Background: an optimization exercise with open tools, aiming at small area, a short achievable clock period and few clock cycles. Do not read the settings as production practice. The RTL was checked by simulation tests, not by an equivalence proof against the original design. No activity file was given, so power comes from the tool's default toggle rates.

$ cat flow/design.v
module psg_chan #(
    parameter KIND = 1                  
) (
    input  wire         clk,
    input  wire         rst,
    input  wire         do_init,
    input  wire         do_setvol,
    input  wire         do_setpitch,
    input  wire         do_release,
    input  wire         do_tick,
    input  wire         do_stop,
    input  wire         do_env,         
    input  wire         do_adv,         
    input  wire [7:0]   op_velocity,
    input  wire [31:0]  op_duration,
    input  wire [31:0]  op_adsr,        
    input  wire [7:0]   op_vol,
    input  wire [7:0]   op_pan,
    input  wire [47:0]  op_inc,
    input  wire [127:0] op_arg,         
    output reg          tick_res,       
    output wire         dead,
    output wire [5:0]   vel_o,
    output wire [1:0]   panpot_o,
    output reg  signed [10:0] smp       
);
    localparam [2:0] S_INIT = 3'd0, S_RISE = 3'd1, S_DEC = 3'd2, S_PLAY = 3'd3,
                     S_REL  = 3'd4, S_DYING = 3'd5, S_DEAD = 3'd6;
    localparam [1:0] P_LEFT = 2'd0, P_CENTER = 2'd1, P_RIGHT = 2'd2;
    reg [2:0]   state, nxt;
    reg [3:0]   step;
    reg [5:0]   vel, peak, sus;
    reg [1:0]   panpot;
    reg [2:0]   a_r, d_r, r_r;
    reg [3:0]   s_r;
    reg [7:0]   note_vel;
    reg [31:0]  dur;
    reg [47:0]  inc;
    reg [31:0]  frac;
    reg [14:0]  pos;
    reg [1:0]   duty;
    reg         npat;
    reg [127:0] wave;
    reg [8:0]   wsum;
    wire late = (state >= S_REL);
    assign dead     = (state == S_DEAD);
    assign vel_o    = vel;
    assign panpot_o = panpot;
    function [5:0] calc_peak(input [7:0] nv, input [7:0] v);
        reg [15:0] prod;
        begin
            prod = nv * v;
            calc_peak = prod[15:10];
        end
    endfunction
    function [5:0] calc_sus(input [5:0] pk, input [3:0] s);
        reg [9:0] t;
        begin
            t = pk * s + 10'd15;
            calc_sus = t[9:4];
        end
    endfunction
    function [1:0] calc_panpot(input [7:0] pan);
        begin
            if ($signed(pan) < -8'sd21)      calc_panpot = P_LEFT;
            else if ($signed(pan) > 8'sd20)  calc_panpot = P_RIGHT;
            else                             calc_panpot = P_CENTER;
        end
    endfunction
    wire [7:0] vol_nv   = do_init ? op_velocity : note_vel;
    wire [3:0] vol_s    = do_init ? op_adsr[19:16] : s_r;
    wire [5:0] new_peak = calc_peak(vol_nv, op_vol);
    wire [5:0] new_sus  = calc_sus(new_peak, vol_s);
    reg [8:0] arg_nsum;
    integer k;
    always @* begin
        arg_nsum = 9'd0;
        for (k = 0; k < 32; k = k + 1)
            arg_nsum = arg_nsum + op_arg[4*k +: 4];
    end
    reg [2:0] e_state, e_next;
    reg [3:0] e_step;
    reg [5:0] e_vel;
    always @* begin
        e_state = state;
        e_next  = nxt;
        e_step  = step;
        e_vel   = vel;
        case (state)
            S_INIT: begin
                e_next = S_RISE;
                e_step = 4'd0;
                if ((a_r | d_r) == 3'd0 || (sus == 6'd0 && peak == 6'd0)) begin
                    e_state = S_PLAY;  e_vel = sus;
                end else if (a_r == 3'd0 && s_r < 4'd15) begin
                    e_state = S_DEC;
                    e_vel   = (peak == 6'd0) ? sus : ((peak - 6'd1 > sus) ? peak - 6'd1 : sus);
                end else if (a_r == 3'd0) begin
                    e_state = S_PLAY;  e_vel = sus;
                end else begin
                    e_state = S_RISE;  e_vel = 6'd1;
                end
            end
            S_RISE: begin
                e_step = step + 4'd1;
                if (e_step >= {1'b0, a_r}) begin
                    if (nxt == S_DEC) begin
                        e_state = S_DEC;
                        dec_entry;
                    end else if (nxt == S_PLAY) begin
                        e_state = S_PLAY;
                        e_step  = 4'd0;
                    end else if (nxt == S_REL) begin
                        e_state = S_REL;
                        rel_entry;
                    end else begin
                        e_step = 4'd0;
                        e_vel  = vel + 6'd1;
                        if ({1'b0, vel} + 7'd1 >= {1'b0, peak}) begin
                            e_vel  = peak;
                            e_next = (d_r == 3'd0 || peak == sus) ? S_PLAY : S_DEC;
                        end
                    end
                end
            end
            S_DEC: begin
                e_step = step + 4'd1;
                if (e_step >= {1'b0, d_r}) begin
                    if (nxt == S_PLAY) begin
                        e_state = S_PLAY;
                        e_step  = 4'd0;
                    end else if (nxt == S_REL) begin
                        e_state = S_REL;
                        rel_entry;
                    end else begin
                        dec_entry;
                    end
                end
            end
            S_PLAY: begin
                if (nxt == S_REL) begin
                    e_state = S_REL;
                    e_step  = step + 4'd1;
                    rel_entry;
                end else begin
                    e_step = 4'd0;
                end
            end
            S_REL: begin
                e_step = step + 4'd1;
                if (e_step >= {1'b0, r_r}) begin
                    if (nxt == S_DYING) e_state = S_DEAD;
                    else                rel_entry;
                end
            end
            default: ;
        endcase
    end
    task dec_entry;
        begin
            e_step = 4'd0;
            if ({1'b0, vel} <= {1'b0, sus} + 7'd1) begin
                e_vel  = sus;
                e_next = S_PLAY;
            end else begin
                e_vel = vel - 6'd1;
            end
        end
    endtask
    task rel_entry;
        begin
            if (r_r == 3'd0) begin
                e_vel   = 6'd0;
                e_state = S_DEAD;
            end else begin
                e_step = 4'd0;
                if (vel <= 6'd1) begin
                    e_next = S_DYING;
                    e_vel  = 6'd0;
                end else begin
                    e_vel = vel - 6'd1;
                end
            end
        end
    endtask
    wire [48:0] acc_t = {17'd0, frac} + {1'b0, inc};
    wire [16:0] pos_delta = acc_t[48:32];
    wire [14:0] pos_sum = pos + pos_delta[14:0];
    reg [14:0] pos_mask;
    always @* begin
        if (KIND == 1)      pos_mask = 15'h0007;
        else if (KIND == 2) pos_mask = 15'h001f;
        else                pos_mask = npat ? 15'h007f : 15'h7fff;
    end
    wire [14:0] idx = pos & pos_mask;
    function signed [10:0] square_val(input [1:0] d, input [2:0] i);
        begin
            case (d)
                2'd0: square_val = (i == 3'd0) ? 11'sd448 : -11'sd64;
                2'd1: square_val = (i <= 3'd1) ? 11'sd384 : -11'sd128;
                2'd2: square_val = (i <= 3'd3) ? 11'sd256 : -11'sd256;
                default: square_val = (i <= 3'd5) ? 11'sd128 : -11'sd384;
            endcase
        end
    endfunction
    localparam [224:0] JUMP0 = 225'h8000800080008000800080008000800080008000800080008000e000;
    localparam [224:0] JUMP1 = 225'h40004000400040004000400040004000400040004000400070003000;
    localparam [224:0] JUMP2 = 225'h10001000100010001000100010001000100010001c000c000c000c00;
    localparam [224:0] JUMP3 = 225'h1000100010001000100010001c000c000c000c000c000c000c000c0;
    localparam [224:0] JUMP4 = 225'hc000c000c000c000c000c000c000c000c000c000c000c000f000d000;
    localparam [224:0] JUMP5 = 225'h50005000500050005000500050005000500050005c004c007c003c00;
    localparam [224:0] JUMP6 = 225'h11001100110011001100110011c010c010c010c01cc00cc00cc00cc0;
    localparam [224:0] JUMP7 = 225'hc100c100c100c100c100c100c1c0c0c0c0c0c0c0c0c0c0c0f0c0d0c0;
    localparam [224:0] JUMP8 = 225'h90009000900090009000900090009000900090009c008c008c00ec00;
    localparam [224:0] JUMP9 = 225'h41004100410041004100410041c040c040c040c040c040c070c030c0;
    localparam [224:0] JUMP10 = 225'hd000d000d000d000d000d000d000d000d000d000dc00cc00fc00dc00;
    localparam [224:0] JUMP11 = 225'h51005100510051005100510051c050c050c050c05cc04cc07cc03cc0;
    localparam [224:0] JUMP12 = 225'hd100d100d100d100d100d100d1c0d0c0d0c0d0c0dcc0ccc0fcc0dcc0;
    localparam [224:0] JUMP13 = 225'h91009100910091009100910091c090c090c090c09cc08cc08cc0ecc0;
    localparam [224:0] JUMP14 = 225'h81008100810081008100810081c080c080c080c080c080c080c0e0c0;
    function [14:0] jump(input [224:0] m, input [14:0] v);
        integer c;
        begin
            jump = 15'd0;
            for (c = 0; c < 15; c = c + 1)
                if (v[c]) jump = jump ^ m[15*c +: 15];
        end
    endfunction
    function fine_bit(input [14:0] p);
        reg [14:0] v;
        begin
            v = 15'h4000;
            if (p[0])  v = jump(JUMP0,  v);
            if (p[1])  v = jump(JUMP1,  v);
            if (p[2])  v = jump(JUMP2,  v);
            if (p[3])  v = jump(JUMP3,  v);
            if (p[4])  v = jump(JUMP4,  v);
            if (p[5])  v = jump(JUMP5,  v);
            if (p[6])  v = jump(JUMP6,  v);
            if (p[7])  v = jump(JUMP7,  v);
            if (p[8])  v = jump(JUMP8,  v);
            if (p[9])  v = jump(JUMP9,  v);
            if (p[10]) v = jump(JUMP10, v);
            if (p[11]) v = jump(JUMP11, v);
            if (p[12]) v = jump(JUMP12, v);
            if (p[13]) v = jump(JUMP13, v);
            if (p[14]) v = jump(JUMP14, v);
            fine_bit = v[0];
        end
    endfunction
    localparam [127:0] ROUGH = 128'h7f54cee9637b5b2470be57344f143040;
    reg [3:0] nib;
    reg       nbit;
    always @* begin
        nib  = 4'd0;
        nbit = 1'b0;
        smp  = 11'sd0;
        if (KIND == 1) begin
            smp = square_val(duty, idx[2:0]);
        end else if (KIND == 2) begin
            nib = wave[{idx[4:1], ~idx[0], 2'b00} +: 4];
            smp = $signed({2'b00, nib, 5'b00000}) - $signed({2'b00, wsum});
        end else begin
            nbit = npat ? ROUGH[idx[6:0]] : fine_bit(idx);
            smp  = nbit ? 11'sd256 : -11'sd256;
        end
    end
    always @(posedge clk) begin
        if (rst) begin
            state    <= S_DEAD;
            nxt      <= S_INIT;
            step     <= 4'd0;
            vel      <= 6'd0;
            peak     <= 6'd0;
            sus      <= 6'd0;
            panpot   <= P_CENTER;
            a_r      <= 3'd0;
            d_r      <= 3'd0;
            s_r      <= 4'd0;
            r_r      <= 3'd0;
            note_vel <= 8'd0;
            dur      <= 32'd0;
            inc      <= 48'd0;
            frac     <= 32'd0;
            pos      <= 15'd0;
            duty     <= 2'd0;
            npat     <= 1'b0;
            wave     <= 128'd0;
            wsum     <= 9'd0;
            tick_res <= 1'b0;
        end else begin
            if (do_init) begin
                state    <= S_INIT;
                note_vel <= op_velocity;
                dur      <= op_duration;
                a_r      <= op_adsr[2:0];
                d_r      <= op_adsr[10:8];
                s_r      <= op_adsr[19:16];
                r_r      <= op_adsr[26:24];
                if (KIND == 1) duty <= op_arg[1:0];
                if (KIND == 2) begin
                    wave <= op_arg;
                    wsum <= arg_nsum;
                end
                if (KIND == 3) npat <= op_arg[0];
                panpot   <= calc_panpot(op_pan);
                peak     <= new_peak;
                sus      <= new_sus;
                inc      <= op_inc;
            end
            if (do_setvol && !late) begin
                panpot <= calc_panpot(op_pan);
                peak   <= new_peak;
                sus    <= new_sus;
                if (state == S_PLAY) vel <= new_sus;
            end
            if (do_setpitch)
                inc <= op_inc;
            if (do_release && !late) begin
                if (r_r == 3'd0) begin
                    vel   <= 6'd0;
                    state <= S_DEAD;
                end else if (vel == 6'd0) begin
                    state <= S_DEAD;
                end else begin
                    nxt <= S_REL;
                end
            end
            if (do_tick) begin
                if (late) begin
                    tick_res <= 1'b0;
                end else if (dur == 32'd0) begin
                    tick_res <= 1'b1;
                end else begin
                    dur <= dur - 32'd1;
                    if (dur != 32'd1) begin
                        tick_res <= 1'b1;
                    end else begin
                        tick_res <= 1'b0;
                        if (vel == 6'd0 || r_r == 3'd0) begin
                            if (r_r == 3'd0) vel <= 6'd0;
                            state <= S_DEAD;
                        end else begin
                            state <= S_REL;
                        end
                    end
                end
            end
            if (do_stop)
                state <= S_DEAD;
            if (do_env) begin
                state <= e_state;
                nxt   <= e_next;
                step  <= e_step;
                vel   <= e_vel;
            end
            if (do_adv) begin
                frac <= acc_t[31:0];
                pos  <= pos_sum & pos_mask;
            end
        end
    end
endmodule
module psg_voice #(
    parameter NFRAMES = 16              
) (
    input  wire         clk,
    input  wire         rst,
    input  wire         cmd_valid,
    output wire         cmd_ready,
    input  wire [3:0]   cmd_op,
    input  wire [1:0]   cmd_ch,
    input  wire [7:0]   cmd_velocity,
    input  wire [31:0]  cmd_duration,
    input  wire [31:0]  cmd_adsr,       
    input  wire [7:0]   cmd_vol,
    input  wire [7:0]   cmd_pan,
    input  wire [47:0]  cmd_inc,
    input  wire [127:0] cmd_arg,
    output reg          rsp_valid,
    output reg  [1:0]   rsp_status,
    output wire         rsp_tick,
    output wire         smp_valid,
    input  wire         smp_ready,
    output wire         smp_last,
    output wire signed [17:0] smp_left,
    output wire signed [17:0] smp_right
);
    localparam [3:0] OP_INIT_PCM8 = 4'h1, OP_INIT_SQUARE = 4'h2, OP_INIT_WAVE = 4'h3,
                     OP_INIT_NOISE = 4'h4, OP_SET_VOLUME = 4'h5, OP_SET_PITCH = 4'h6,
                     OP_RELEASE = 4'h7, OP_TICK_NOTE = 4'h8, OP_PROCESS = 4'h9,
                     OP_STOP = 4'hA, OP_MIX_BLOCK = 4'hB;
    localparam [1:0] ST_OK = 2'd0, ST_REFUSED = 2'd1, ST_FAULT = 2'd2, ST_HALTED = 2'd3;
    localparam FW = $clog2(NFRAMES);
    reg          busy;                  
    reg [FW-1:0] frame;
    reg [3:0]    mask;                  
    reg          faulted;
    reg          tick_cmd;
    reg [1:0]    tick_ch;
    assign cmd_ready = !busy;
    wire accept = cmd_valid && cmd_ready;
    wire op_reserved = (cmd_op == 4'h0) || (cmd_op >= 4'hC);
    wire op_refused  = op_reserved || (cmd_op == OP_MIX_BLOCK && cmd_ch != 2'd0);
    reg  kind_bad;
    always @* begin
        case (cmd_op)
            OP_INIT_PCM8:   kind_bad = 1'b1;
            OP_INIT_SQUARE: kind_bad = (cmd_ch != 2'd0) && (cmd_ch != 2'd1);
            OP_INIT_WAVE:   kind_bad = (cmd_ch != 2'd2);
            OP_INIT_NOISE:  kind_bad = (cmd_ch != 2'd3);
            default:        kind_bad = 1'b0;
        endcase
    end
    wire run = accept && !faulted && !op_refused && !kind_bad;
    wire [3:0] ch_sel   = 4'b0001 << cmd_ch;
    wire       is_init  = (cmd_op == OP_INIT_SQUARE) || (cmd_op == OP_INIT_WAVE) ||
                          (cmd_op == OP_INIT_NOISE);
    wire       is_block = (cmd_op == OP_PROCESS) || (cmd_op == OP_MIX_BLOCK);
    wire [3:0] blk_mask = (cmd_op == OP_MIX_BLOCK) ? 4'b1111 : ch_sel;
    wire [3:0] do_init     = (run && is_init)                   ? ch_sel   : 4'b0;
    wire [3:0] do_setvol   = (run && cmd_op == OP_SET_VOLUME)   ? ch_sel   : 4'b0;
    wire [3:0] do_setpitch = (run && cmd_op == OP_SET_PITCH)    ? ch_sel   : 4'b0;
    wire [3:0] do_release  = (run && cmd_op == OP_RELEASE)      ? ch_sel   : 4'b0;
    wire [3:0] do_tick     = (run && cmd_op == OP_TICK_NOTE)    ? ch_sel   : 4'b0;
    wire [3:0] do_stop     = (run && cmd_op == OP_STOP)         ? ch_sel   : 4'b0;
    wire [3:0] do_env      = (run && is_block)                  ? blk_mask : 4'b0;
    wire frame_done = busy && smp_ready;
    wire last_frame = (frame == NFRAMES - 1);
    wire [3:0]         dead;
    wire [3:0]         tick_res;
    wire [5:0]         vel    [0:3];
    wire [1:0]         panpot [0:3];
    wire signed [10:0] smp    [0:3];
    genvar g;
    generate
        for (g = 0; g < 4; g = g + 1) begin : ch
            psg_chan #(.KIND(g < 2 ? 1 : (g == 2 ? 2 : 3))) u_chan (
                .clk         (clk),
                .rst         (rst),
                .do_init     (do_init[g]),
                .do_setvol   (do_setvol[g]),
                .do_setpitch (do_setpitch[g]),
                .do_release  (do_release[g]),
                .do_tick     (do_tick[g]),
                .do_stop     (do_stop[g]),
                .do_env      (do_env[g]),
                .do_adv      (frame_done && mask[g] && !dead[g]),
                .op_velocity (cmd_velocity),
                .op_duration (cmd_duration),
                .op_adsr     (cmd_adsr),
                .op_vol      (cmd_vol),
                .op_pan      (cmd_pan),
                .op_inc      (cmd_inc),
                .op_arg      (cmd_arg),
                .tick_res    (tick_res[g]),
                .dead        (dead[g]),
                .vel_o       (vel[g]),
                .panpot_o    (panpot[g]),
                .smp         (smp[g])
            );
        end
    endgenerate
    reg signed [17:0] sum_l, sum_r;
    reg signed [17:0] term;
    integer i;
    always @* begin
        sum_l = 18'sd0;
        sum_r = 18'sd0;
        for (i = 0; i < 4; i = i + 1) begin
            term = smp[i] * $signed({1'b0, vel[i]});
            if (mask[i] && !dead[i]) begin
                if (panpot[i] != 2'd2) sum_l = sum_l + term;
                if (panpot[i] != 2'd0) sum_r = sum_r + term;
            end
        end
    end
    assign smp_valid = busy;
    assign smp_last  = busy && last_frame;
    assign smp_left  = sum_l;
    assign smp_right = sum_r;
    assign rsp_tick  = rsp_valid && tick_cmd && tick_res[tick_ch];
    always @(posedge clk) begin
        if (rst) begin
            busy       <= 1'b0;
            frame      <= {FW{1'b0}};
            mask       <= 4'b0;
            faulted    <= 1'b0;
            rsp_valid  <= 1'b0;
            rsp_status <= ST_OK;
            tick_cmd   <= 1'b0;
            tick_ch    <= 2'd0;
        end else begin
            rsp_valid <= 1'b0;
            tick_cmd  <= 1'b0;
            if (accept) begin
                tick_ch <= cmd_ch;
                if (faulted) begin
                    rsp_valid  <= 1'b1;
                    rsp_status <= ST_HALTED;
                end else if (op_refused) begin
                    rsp_valid  <= 1'b1;
                    rsp_status <= ST_REFUSED;
                end else if (kind_bad) begin
                    rsp_valid  <= 1'b1;
                    rsp_status <= ST_FAULT;
                    faulted    <= 1'b1;
                end else if (is_block) begin
                    rsp_status <= ST_OK;
                    busy  <= 1'b1;
                    frame <= {FW{1'b0}};
                    mask  <= blk_mask;
                end else begin
                    rsp_valid  <= 1'b1;
                    rsp_status <= ST_OK;
                    tick_cmd   <= (cmd_op == OP_TICK_NOTE);
                end
            end
            if (frame_done) begin
                frame <= frame + 1'b1;
                if (last_frame) begin
                    busy       <= 1'b0;
                    rsp_valid  <= 1'b1;
                end
            end
        end
    end
endmodule
$ cat flow/run.sh
#!/bin/bash
# synth_recipe.tcl (not shown) runs the flow's synth.tcl, then flattens the netlist and writes it again
# the make line also repeats each setting of config.mk as NAME=value (left out here)
make -C /OpenROAD-flow-scripts/flow DESIGN_CONFIG=/design/flow/config.mk WORK_HOME=/design/flow/orfs CLKGATE_MAP_FILE= SYNTH_SCRIPT=/design/flow/synth_recipe.tcl finish
$ cat flow/config.mk
export PLATFORM = sky130hd
export DESIGN_NAME = psg_voice
export DESIGN_NICKNAME = psg_voice
export VERILOG_FILES = /design/flow/design.v
export SDC_FILE = /design/flow/constraint.sdc
export NUM_CORES = 4
export LEC_CHECK = 0
export CAP_MARGIN = 20
export CORE_MARGIN = 2
export CORE_UTILIZATION = 40
export SLEW_MARGIN = 20
$ cat flow/constraint.sdc
create_clock -name core_clock -period 18.0 [get_ports {clk}]
set_input_delay 3.6000 -clock core_clock [delete_from_list [all_inputs] [get_ports {clk}]]
set_output_delay 3.6000 -clock core_clock [all_outputs]
set_load 0.01 [all_outputs]
==> summary.txt <==
STA
  – Min Tclk post-route: 17.34 ns
  – Slew HR: 0.2227
  – Final hold vios: 0
  – Tightest Pin Transition: 1.158 ns
  – Final worst path period share: 0.9631
  – Fin. max-slew vios: 0
  – Final Worst Setup Slack: 0.6633 ns
  – Setup violators final: 0
  – Fmax: 0.05768 GHz
  – Max Clock Skew: 0.05352 ns

Clock network
  – CTS tree: done
  – CTS Hold Bufs: 0
  – Clk buf depth: 3
  – Num CTS Buffers: 93
  – Worst-Skew Late Latency: 0.76 ns
  – CTS root buffer: clkbuf_16
  – Clock tree sinks: 801
  – Clk pin slew, worst setup/hold paths: 0.07 ns
  – H-tree depth: 3

Global routing
  – Largest net degree at the start of global routing: 166
  – Grt ovf: 0
  – Vias in the first global route: 64548
  – Initial antenna violation count: 41
  – First-pass GRT wire length: 354200 um
  – GRT Util Overall: 0.2286

Layout
  – Share of post-route cells with drive strength above 1: 0.05316
  – P&R area growth vs syn: 11.93%
  – Final Util: 0.4507
  – Fill cells: 18312
  – Cell area after layout: 83660 um2
  – Post-layout nets: 11019

Critical path
  – Slowest cell on crit path: clkdlybuf4s50_1
  – Crit Path Category: reg2out
  – Worst path max stage delay: 0.55 ns
  – Critical Path AT: 13.74 ns
  – Critical Path Start: ch[3].u_chan.pos[1]$_SDFFE_PP0P_
  – R2R Path Start: busy$_SDFF_PP0_
  – Cell mode on critical path: xnor2_1
  – CP max FO: 21
  – Reg2Reg Setup Slack: 7.06 ns
  – CP Launch Type: register
  – Req. time, crit path: 14.40 ns
  – Worst setup EP type: output pin

Worst hold path
  – Hold Path Class: reg2reg
  – Worst hold start: ch[2].u_chan.wave[35]$_SDFFE_PP0P_

Placed design
  – Final RePlAce weighted congestion: 0.9249
  – Pre-CTS setup slack: 0.4707 ns
  – Dpl hpwl: 167600 um
  – Cell Area, Placed: 79890 um2
  – # port buffers: 296

Synthesis
  – Synth area leader: dfxtp_1
  – Ys Warns: 4
  – Post-synth EDFFs: 0
  – Synth unique cells: 120
  – Register area share after synthesis: 0.2145
  – Leading post-synthesis cells by cell area: dfxtp_1 21%, ha_1 12%, fa_1 11%
  – Asr flop ratio synth: 0
  – Ys flop type: dfxtp_1
  – Yosys reg bits: 801
  – Syn nets: 10967
  – Synth top cells by count: 1589 x nand2_1, 989 x a21oi_1, 836 x inv_1
  – Average size of a mapped cell: 7.801 um2
  – Netlist Area Pre-Place: 74740 um2
  – Top-count cell post-synth: nand2_1
  – Synth top area share: 0.2145
  – Cell count after synthesis: 9581

Floorplanning
  – Starting density of the core: 0.4026
  – Row count: 158
  – Die span in y: 436.3 um
  – Num ports: 317
  – Core ar.: 185600 um2
  – Die area: 190300 um2
  – Die extent in x: 436.3 um

Detailed routing
  – Routed vias/inst: 5.438
  – DRT Wirelength: 222500 um
  – Post-DR wirelength/cell: 18.24 um
  – DR iter-0 viols: 5025
  – Post-route ant nets: 0
  – Drt drc: 0
  – Total number of vias: 66320
  – DRT Pass-1 Iters: 8

Outcome
  – Status: complete, no violations

Power
  – Power per standard cell area: 83.89 nW/um2
  – Cell leakage power: 0.03510 uW
  – Maximum vdd drop: 613.9 uV

Job
  – Max Cap Viol: 0
[cells by family after synthesis]
family / share of synthesized area
DFF: 0.2145
xor gates and xnor gates: 0.07036
buffers and inverters: 0.06679
and+or+nand+nor: 0.2052
adders and majority gates: 0.2277
muxes: 0.03723
AOI/OAI and AO/OA: 0.1782
[metrics by stage]
stage / power (uW) / setup TNS [ns] / instances / hold WS [ns]
finish: 7018 / 0 / 12196 / 0.4519
global route: 7573 / -0.04141 / 12192 / 0.4672
CTS: 7056 / 0 / 12163 / 0.4520
detailed placement: 5005 / 0 / 11995 / 0.4438
global placement: 4916 / 0 / 11995 / 0.4388
floorplan: 4220 / 0 / 9581 / 0.4319
[worst paths after layout]
check | end | cells after the start
setup / recovery | smp_right[17] | 48
hold / removal | ch[2].u_chan.wave[35]$_SDFFE_PP0P_ | 2
setup reg to reg | ch[3].u_chan.vel[5]$_SDFFE_PP0P_ | 44
hold reg to reg | ch[2].u_chan.wave[35]$_SDFFE_PP0P_ | 2
[worst max-delay path, delay by kind of cell (launching register included)]
family	cells	cell delay, ns
compound gates	9	2.24
xor+xnor	16	3.59
fa+ha+maj	8	3.31
buf+inv	7	1.11
flops	1	0.47
mux	4	1.43
simple gates	4	0.82
[power by group]
part / internal, uW / switching (uW) / leakage (uW)
combinational: 1470 / 1730 / 0.0271
clock: 1160 / 854 / 0.00156
sequential: 1790 / 14.9 / 0.00646
[per-layer routing]
metal / GRT usage / part of all wire
met5: 0 / 0.0018
met4: 0.06887 / 0.026
met3: 0.03911 / 0.063
met2: 0.3693 / 0.45
met1: 0.3108 / 0.46
[cell type report]
class,count,area [um2],share of cell area
Clock inverter,35,561.8,0.006715
Tap cell,2480,3103,0.03709
Antenna cell,10,25.02,0.0002991
Clock buffer,133,2678,0.03201
Inverter,839,3151,0.03766
Timing Repair Buffer,424,3964,0.04738
Multi-Input combinational cell,7474,54130,0.6471
Sequential cell,801,16040,0.1918
[flip-flops by register name (all words and copies together), names as in the netlist, 2 cells and up]
| register | cells |
|---|---|
| ch.u_chan.nxt | 12 |
| ch.u_chan.step | 16 |
| ch.u_chan.panpot | 8 |
| ch.u_chan.inc | 154 |
| frame | 4 |
| tick_ch | 2 |
| ch.u_chan.sus | 24 |
| ch.u_chan.r_r | 12 |
| ch.u_chan.duty | 4 |
| ch.u_chan.dur | 128 |
| ch.u_chan.s_r | 16 |
| ch.u_chan.d_r | 12 |
| ch.u_chan.frac | 128 |
| ch.u_chan.peak | 24 |
| ch.u_chan.wsum | 9 |
| ch.u_chan.wave | 128 |
| mask | 4 |
| ch.u_chan.note_vel | 32 |
| ch.u_chan.vel | 24 |
| ch.u_chan.state | 12 |
| ch.u_chan.a_r | 12 |
| ch.u_chan.tick_res | 4 |
| ch.u_chan.pos | 26 |
[cells in the final DEF (no fill, tap or decap), types with 39 or more instances in the layout]
| cell | instances |
|---|---|
| a211oi_1 | 55 |
| a21o_1 | 77 |
| a21oi_1 | 986 |
| a221oi_1 | 46 |
| a22oi_1 | 39 |
| a31oi_1 | 42 |
| and2_1 | 159 |
| and3_1 | 43 |
| buf_4 | 124 |
| clkbuf_16 | 93 |
| clkdlybuf4s50_1 | 295 |
| dfxtp_1 | 796 |
| fa_1 | 410 |
| ha_1 | 698 |
| inv_1 | 836 |
| mux2i_1 | 125 |
| mux4_2 | 43 |
| nand2_1 | 1584 |
| nand2b_1 | 98 |
| nand3_1 | 141 |
| nor2_1 | 756 |
| nor2b_1 | 159 |
| nor3_1 | 237 |
| nor4_1 | 60 |
| o211ai_1 | 40 |
| o21a_1 | 52 |
| o21ai_0 | 379 |
| o21bai_1 | 76 |
| or3_1 | 50 |
| xnor2_1 | 363 |
| xor2_1 | 139 |
[repair_timing]
item,4_1_cts,5_1_grt
setup endpoints to repair,3,6
pin swaps,0,8
resized for setup,11,33
buffers inserted,0,22
Testbench counts, summed over its fixed seeds: cycles 57,080.

[what the ideal ports hide]
In the flow no input, the clock included, has a driving cell. The finished layout below was timed again as built, in two steps. Step 1, drivers: a clkbuf_16 drives clk and a buf_2 each remaining input, both assumed. Step 2, shift: input delay + t, output delay - t, t = (earliest + latest rising clock arrival at the registers) / 2. This alone moves slack from input paths to output paths. a / b / c = ideal / step 1 / step 2; a / b = the first two.
t (ns): 0.804
slack for setup (ns): 0.663 / 0.586 / 1.391
worst data-port slew with drivers (ns): 0.15
cell pins on the clock port's net: 1
After both steps setup and hold are still met in this run. The setup slack of this run moves by -0.077 ns with the drivers and by +0.728 ns with both steps.
